What follows belongs to an exercise in optimizing a design on an open flow for small area and a short achievable clock period; a production flow would make more cautious choices.
In this exercise RTL edits were held to simulation tests only and were not proved equivalent to the original.
Power figures rest on the tool's default switching activity, not on a simulated workload.

==> inputs of 04-09 <==
==> flow/design.v <==
module amaf_core (
    input  wire        clk,
    input  wire        rst,
    input  wire        s_valid,
    input  wire [15:0] s_data,
    output wire        s_ready,
    output wire [15:0] cv_avg,
    input  wire [15:0] cv_mv,
    output wire        o_valid,
    output wire [69:0] o_data
);
    localparam integer N  = 128;
    localparam integer DW = 12;
    reg        [DW-1:0] dif [0:N-1];   
    reg signed [15:0]   last_raw;      
    reg signed [15:0]   ev;            
    reg signed [15:0]   avg;           
    reg        [6:0]    sum_lo;        
    reg        [6:0]    cnt;           
    reg                 wrapped;       
    reg                 err_sticky;
    reg               o_valid_r;
    reg signed [15:0] o_mv;
    reg        [5:0]  o_step;
    reg               o_act;
    reg               o_chg;
    reg               o_err;
    reg        [1:0]  o_path;
    wire primed = |o_path;
    wire tick   = s_valid && !rst;
    wire signed [15:0] raw = s_data;
    wire signed [22:0] sum = {avg, sum_lo};
    wire signed [16:0] hi       = avg + 17'sd1000;
    wire signed [16:0] lo       = avg - 17'sd1000;
    wire signed [22:0] sum_rest = sum - ev;
    wire        [6:0]  top_dn   = sum_rest[22:16] - 7'd1;
    wire        [6:0]  top_up   = sum_rest[22:16] + 7'd1;
    wire               slope;
    wire               fill     = !primed || slope;
    wire        [1:0]  path     = !primed ? 2'd1 : (slope ? 2'd2 : 2'd3);
    wire signed [22:0] sum_next;
    amaf_slide u_slide (
        .raw(raw), .hi(hi), .lo(lo), .rest_lo(sum_rest[15:0]),
        .top(sum_rest[22:16]), .top_dn(top_dn), .top_up(top_up), .primed(primed),
        .slope(slope), .sum_next(sum_next)
    );
    wire signed [15:0] avg_next = sum_next[22:7];
    assign cv_avg = avg_next;
    wire signed [15:0] d126      = {{(16-DW){dif[N-2][DW-1]}}, dif[N-2]};
    wire               wrapped_n = wrapped || (cnt == N - 1);
    wire signed [15:0] ev_next   = wrapped_n ? ev + d126 : ev;
    wire        [15:0] d_new     = raw - last_raw;
    wire signed [15:0] mv     = cv_mv;
    wire               err_lo = mv < -16'sd41;
    wire               err_hi = mv > 16'sd5021;
    wire               err    = err_lo || err_hi;
    reg         [5:0]  tq;
    reg         [6:0]  tr;
    always @(*) begin
        case (mv[12:8])
            5'd0: begin tq = 6'd0; tr = 7'd41; end
            5'd1: begin tq = 6'd3; tr = 7'd48; end
            5'd2: begin tq = 6'd6; tr = 7'd55; end
            5'd3: begin tq = 6'd9; tr = 7'd62; end
            5'd4: begin tq = 6'd12; tr = 7'd69; end
            5'd5: begin tq = 6'd15; tr = 7'd76; end
            5'd6: begin tq = 6'd19; tr = 7'd0; end
            5'd7: begin tq = 6'd22; tr = 7'd7; end
            5'd8: begin tq = 6'd25; tr = 7'd14; end
            5'd9: begin tq = 6'd28; tr = 7'd21; end
            5'd10: begin tq = 6'd31; tr = 7'd28; end
            5'd11: begin tq = 6'd34; tr = 7'd35; end
            5'd12: begin tq = 6'd37; tr = 7'd42; end
            5'd13: begin tq = 6'd40; tr = 7'd49; end
            5'd14: begin tq = 6'd43; tr = 7'd56; end
            5'd15: begin tq = 6'd46; tr = 7'd63; end
            5'd16: begin tq = 6'd49; tr = 7'd70; end
            5'd17: begin tq = 6'd52; tr = 7'd77; end
            5'd18: begin tq = 6'd56; tr = 7'd1; end
            5'd19: begin tq = 6'd59; tr = 7'd8; end
            5'd31: begin tq = 6'd61; tr = 7'd34; end
            default: begin tq = 6'd0; tr = 7'd0; end
        endcase
    end
    wire        [8:0]  s      = tr + mv[7:0];
    wire        [5:0]  q      = tq + (s >= 9'd83  ? 6'd1 : 6'd0) + (s >= 9'd166 ? 6'd1 : 6'd0)
                                   + (s >= 9'd249 ? 6'd1 : 6'd0) + (s >= 9'd332 ? 6'd1 : 6'd0);
    wire               mid    = (s >= 9'd21  && s <= 9'd61)  || (s >= 9'd104 && s <= 9'd144) ||
                                (s >= 9'd187 && s <= 9'd227) || (s >= 9'd270 && s <= 9'd310);
    wire        [5:0]  idx    = err_lo ? 6'd0 : (err_hi ? 6'd60 : q);
    wire               act    = err || !mid;
    wire               chg    = !primed || (idx != o_step);
    integer i;
    always @(posedge clk) begin
        if (tick) begin
            for (i = N - 1; i > 0; i = i - 1)
                dif[i] <= dif[i-1];
            dif[0] <= d_new[DW-1:0];
        end
    end
    always @(posedge clk) begin
        if (tick) begin
            last_raw  <= raw;
            ev        <= fill ? raw : ev_next;
            sum_lo    <= sum_next[6:0];
            cnt       <= fill ? 7'd0 : cnt + 7'd1;
            wrapped   <= fill ? 1'b0 : wrapped_n;
        end
    end
    always @(posedge clk) begin
        if (rst) begin
            avg        <= 16'sd0;
            err_sticky <= 1'b0;
            o_valid_r  <= 1'b0;
            o_mv       <= 16'sd0;
            o_step     <= 6'd0;
            o_act      <= 1'b0;
            o_chg      <= 1'b0;
            o_err      <= 1'b0;
            o_path     <= 2'd0;
        end else if (tick) begin
            avg        <= avg_next;
            err_sticky <= err_sticky || err;
            o_valid_r  <= 1'b1;
            o_mv       <= mv;
            o_step     <= idx;
            o_act      <= act;
            o_chg      <= chg;
            o_err      <= err;
            o_path     <= path;
        end else begin
            o_valid_r  <= 1'b0;
        end
    end
    wire [15:0] o_rep = o_step * 7'd83;
    wire [3:0]  o_mag = !o_act ? 4'd0 : (o_step < 6'd10 ? o_step[3:0] : 4'd10);
    wire [5:0]  o_ind = {o_step[5:1], o_step[0] | (primed && o_step[5:1] == 5'd0)};
    assign s_ready = 1'b1;
    assign o_valid = o_valid_r;
    assign o_data  = {err_sticky, o_path, o_err, o_chg, o_act, o_mag,
                      o_ind, o_step, o_rep, o_mv, avg};
endmodule
module amaf_slide (
    input  wire signed [15:0] raw,
    input  wire signed [16:0] hi,
    input  wire signed [16:0] lo,
    input  wire        [15:0] rest_lo,
    input  wire        [6:0]  top,
    input  wire        [6:0]  top_dn,
    input  wire        [6:0]  top_up,
    input  wire               primed,
    output wire               slope,
    output wire signed [22:0] sum_next
);
    wire        [16:0] low       = {1'b0, rest_lo} + {1'b0, raw};
    wire        [6:0]  top_sel   = (low[16] == raw[15]) ? top : (low[16] ? top_up : top_dn);
    wire signed [22:0] sum_slide = {top_sel, low[15:0]};
    wire signed [22:0] raw_x128  = {raw, 7'd0};
    assign slope    = (raw > hi) || (raw < lo);
    assign sum_next = (!primed || slope) ? raw_x128 : sum_slide;
endmodule
==> flow/flow/run.sh <==
#!/bin/bash
# Standard ORFS layout with a tighter internal repair target, plain small
# port buffers and a leaner clock tree. The SDC (period, I/O delays, loads)
# is the standard flow's, unchanged.
set -euo pipefail
bash standard.sh synth > synth.log 2>&1
bash standard.sh \
  REMOVE_ABC_BUFFERS=1 \
  SETUP_SLACK_MARGIN=11.5 \
  "BUFFER_PORTS_ARGS=-buffer_cell sky130_fd_sc_hd__buf_1" \
  "CTS_ARGS=-sink_clustering_enable -repair_clock_nets -dont_use_dummy_load -buf_list sky130_fd_sc_hd__clkbuf_8 -sink_clustering_size 16 -sink_clustering_max_diameter 80" \
  finish > layout.log 2>&1
==> flow/standard.sh <==
#!/bin/bash
# synth_recipe.tcl (not shown) runs the flow's synth.tcl, then flattens the netlist and writes it again
# the make line also repeats each setting of config.mk as NAME=value (left out here)
make -C /OpenROAD-flow-scripts/flow DESIGN_CONFIG=/design/flow/config.mk WORK_HOME=/design/flow/orfs CLKGATE_MAP_FILE= SYNTH_SCRIPT=/design/flow/synth_recipe.tcl "${@:-finish}"
==> flow/config.mk <==
export PLATFORM = sky130hd
export DESIGN_NAME = amaf_core
export DESIGN_NICKNAME = amaf_core
export VERILOG_FILES = /design/flow/design.v
export SDC_FILE = /design/flow/constraint.sdc
export NUM_CORES = 4
export LEC_CHECK = 0
export CAP_MARGIN = 20
export CORE_MARGIN = 2
export CORE_UTILIZATION = 40
export CTS_BUF_LIST = sky130_fd_sc_hd__clkbuf_8
export SLEW_MARGIN = 20
export SYNTH_HIERARCHICAL = 1
==> flow/constraint.sdc <==
create_clock -name core_clock -period 20.0 [get_ports {clk}]
set_input_delay 4.0000 -clock core_clock [delete_from_list [all_inputs] [get_ports {clk}]]
set_output_delay 4.0000 -clock core_clock [all_outputs]
set_load 0.01 [all_outputs]
==> inputs of 12-11, as changes to 04-09 <==
--- a/flow/design.v
+++ b/flow/design.v
@@ -133,5 +133,8 @@
         end
     end
-    wire [15:0] o_rep = o_step * 7'd83;
+    wire [8:0]  o_x5  = {1'b0, o_step, 2'd0} + {3'd0, o_step};    
+    wire [7:0]  o_x3  = {1'b0, o_step, 1'b0} + {2'd0, o_step};    
+    wire [12:0] o_x83 = {o_x5, 4'd0} + {5'd0, o_x3};              
+    wire [15:0] o_rep = {3'd0, o_x83};
     wire [3:0]  o_mag = !o_act ? 4'd0 : (o_step < 6'd10 ? o_step[3:0] : 4'd10);
     wire [5:0]  o_ind = {o_step[5:1], o_step[0] | (primed && o_step[5:1] == 5'd0)};
@@ -154,5 +157,7 @@
 );
     wire        [16:0] low       = {1'b0, rest_lo} + {1'b0, raw};
-    wire        [6:0]  top_sel   = (low[16] == raw[15]) ? top : (low[16] ? top_up : top_dn);
+    wire        [6:0]  top_c0    = raw[15] ? top_dn : top;
+    wire        [6:0]  top_c1    = raw[15] ? top : top_up;
+    wire        [6:0]  top_sel   = low[16] ? top_c1 : top_c0;
     wire signed [22:0] sum_slide = {top_sel, low[15:0]};
     wire signed [22:0] raw_x128  = {raw, 7'd0};
--- a/flow/flow/run.sh
+++ b/flow/flow/run.sh
@@ -7,5 +7,5 @@
 bash standard.sh \
   REMOVE_ABC_BUFFERS=1 \
-  SETUP_SLACK_MARGIN=11.5 \
+  SETUP_SLACK_MARGIN=10 \
   "BUFFER_PORTS_ARGS=-buffer_cell sky130_fd_sc_hd__buf_1" \
   "CTS_ARGS=-sink_clustering_enable -repair_clock_nets -dont_use_dummy_load -buf_list sky130_fd_sc_hd__clkbuf_8 -sink_clustering_size 16 -sink_clustering_max_diameter 80" \
- PLACE_DENSITY: unset -> 0.75
==> notes <==
Via count: 12-11 is higher than 04-09 (0.45%). Against 12-11, the register-to-register slack of 04-09 is worse by 0.03 ns. In 12-11 the cell count is larger than in 04-09, by about 0.45%. In 04-09 the fmax is smaller than in 12-11, by 2.4%. Flip-flop and latch count is the same in 12-11 and 04-09. Global-route usage: 12-11 is lower than 04-09 (0.33 points). In sequential power, 04-09 and 12-11 hardly differ. Count of clock-buffer cells in the layout is the same in 04-09 and 12-11. Against 04-09, the hold slack of 12-11 is higher by 0.020 ns.

[what the ideal ports hide]
Ports are ideal in the flow. The routed layouts listed here were re-timed in OpenROAD.
Step 1 assumes that a clkbuf_16 drives the clock port and a buf_2 every other input.
Step 2, shift: input delay + t, output delay - t, t = (earliest + latest rising clock arrival at the registers) / 2. This alone moves slack from input paths to output paths.
a / b / c = ideal ports / drivers / drivers and shift; a / b = the first two.
| run | t, ns | setup slack, ns | hold WS [ns] | worst register clock-pin slew, ns |
|---|---|---|---|---|
| 04-09 | 0.814 | 9.445 / 9.346 / 9.346 | 0.323 / 0.323 / 0.323 | 0.11 / 0.11 |
| 12-11 | 0.811 | 9.693 / 9.652 / 9.652 | 0.343 / 0.343 / 0.343 | 0.10 / 0.10 |
After both steps every run listed still meets setup and hold. For 04-09, which loses most, drivers alone change the setup slack by -0.099 ns; drivers and shift together by -0.099 ns.
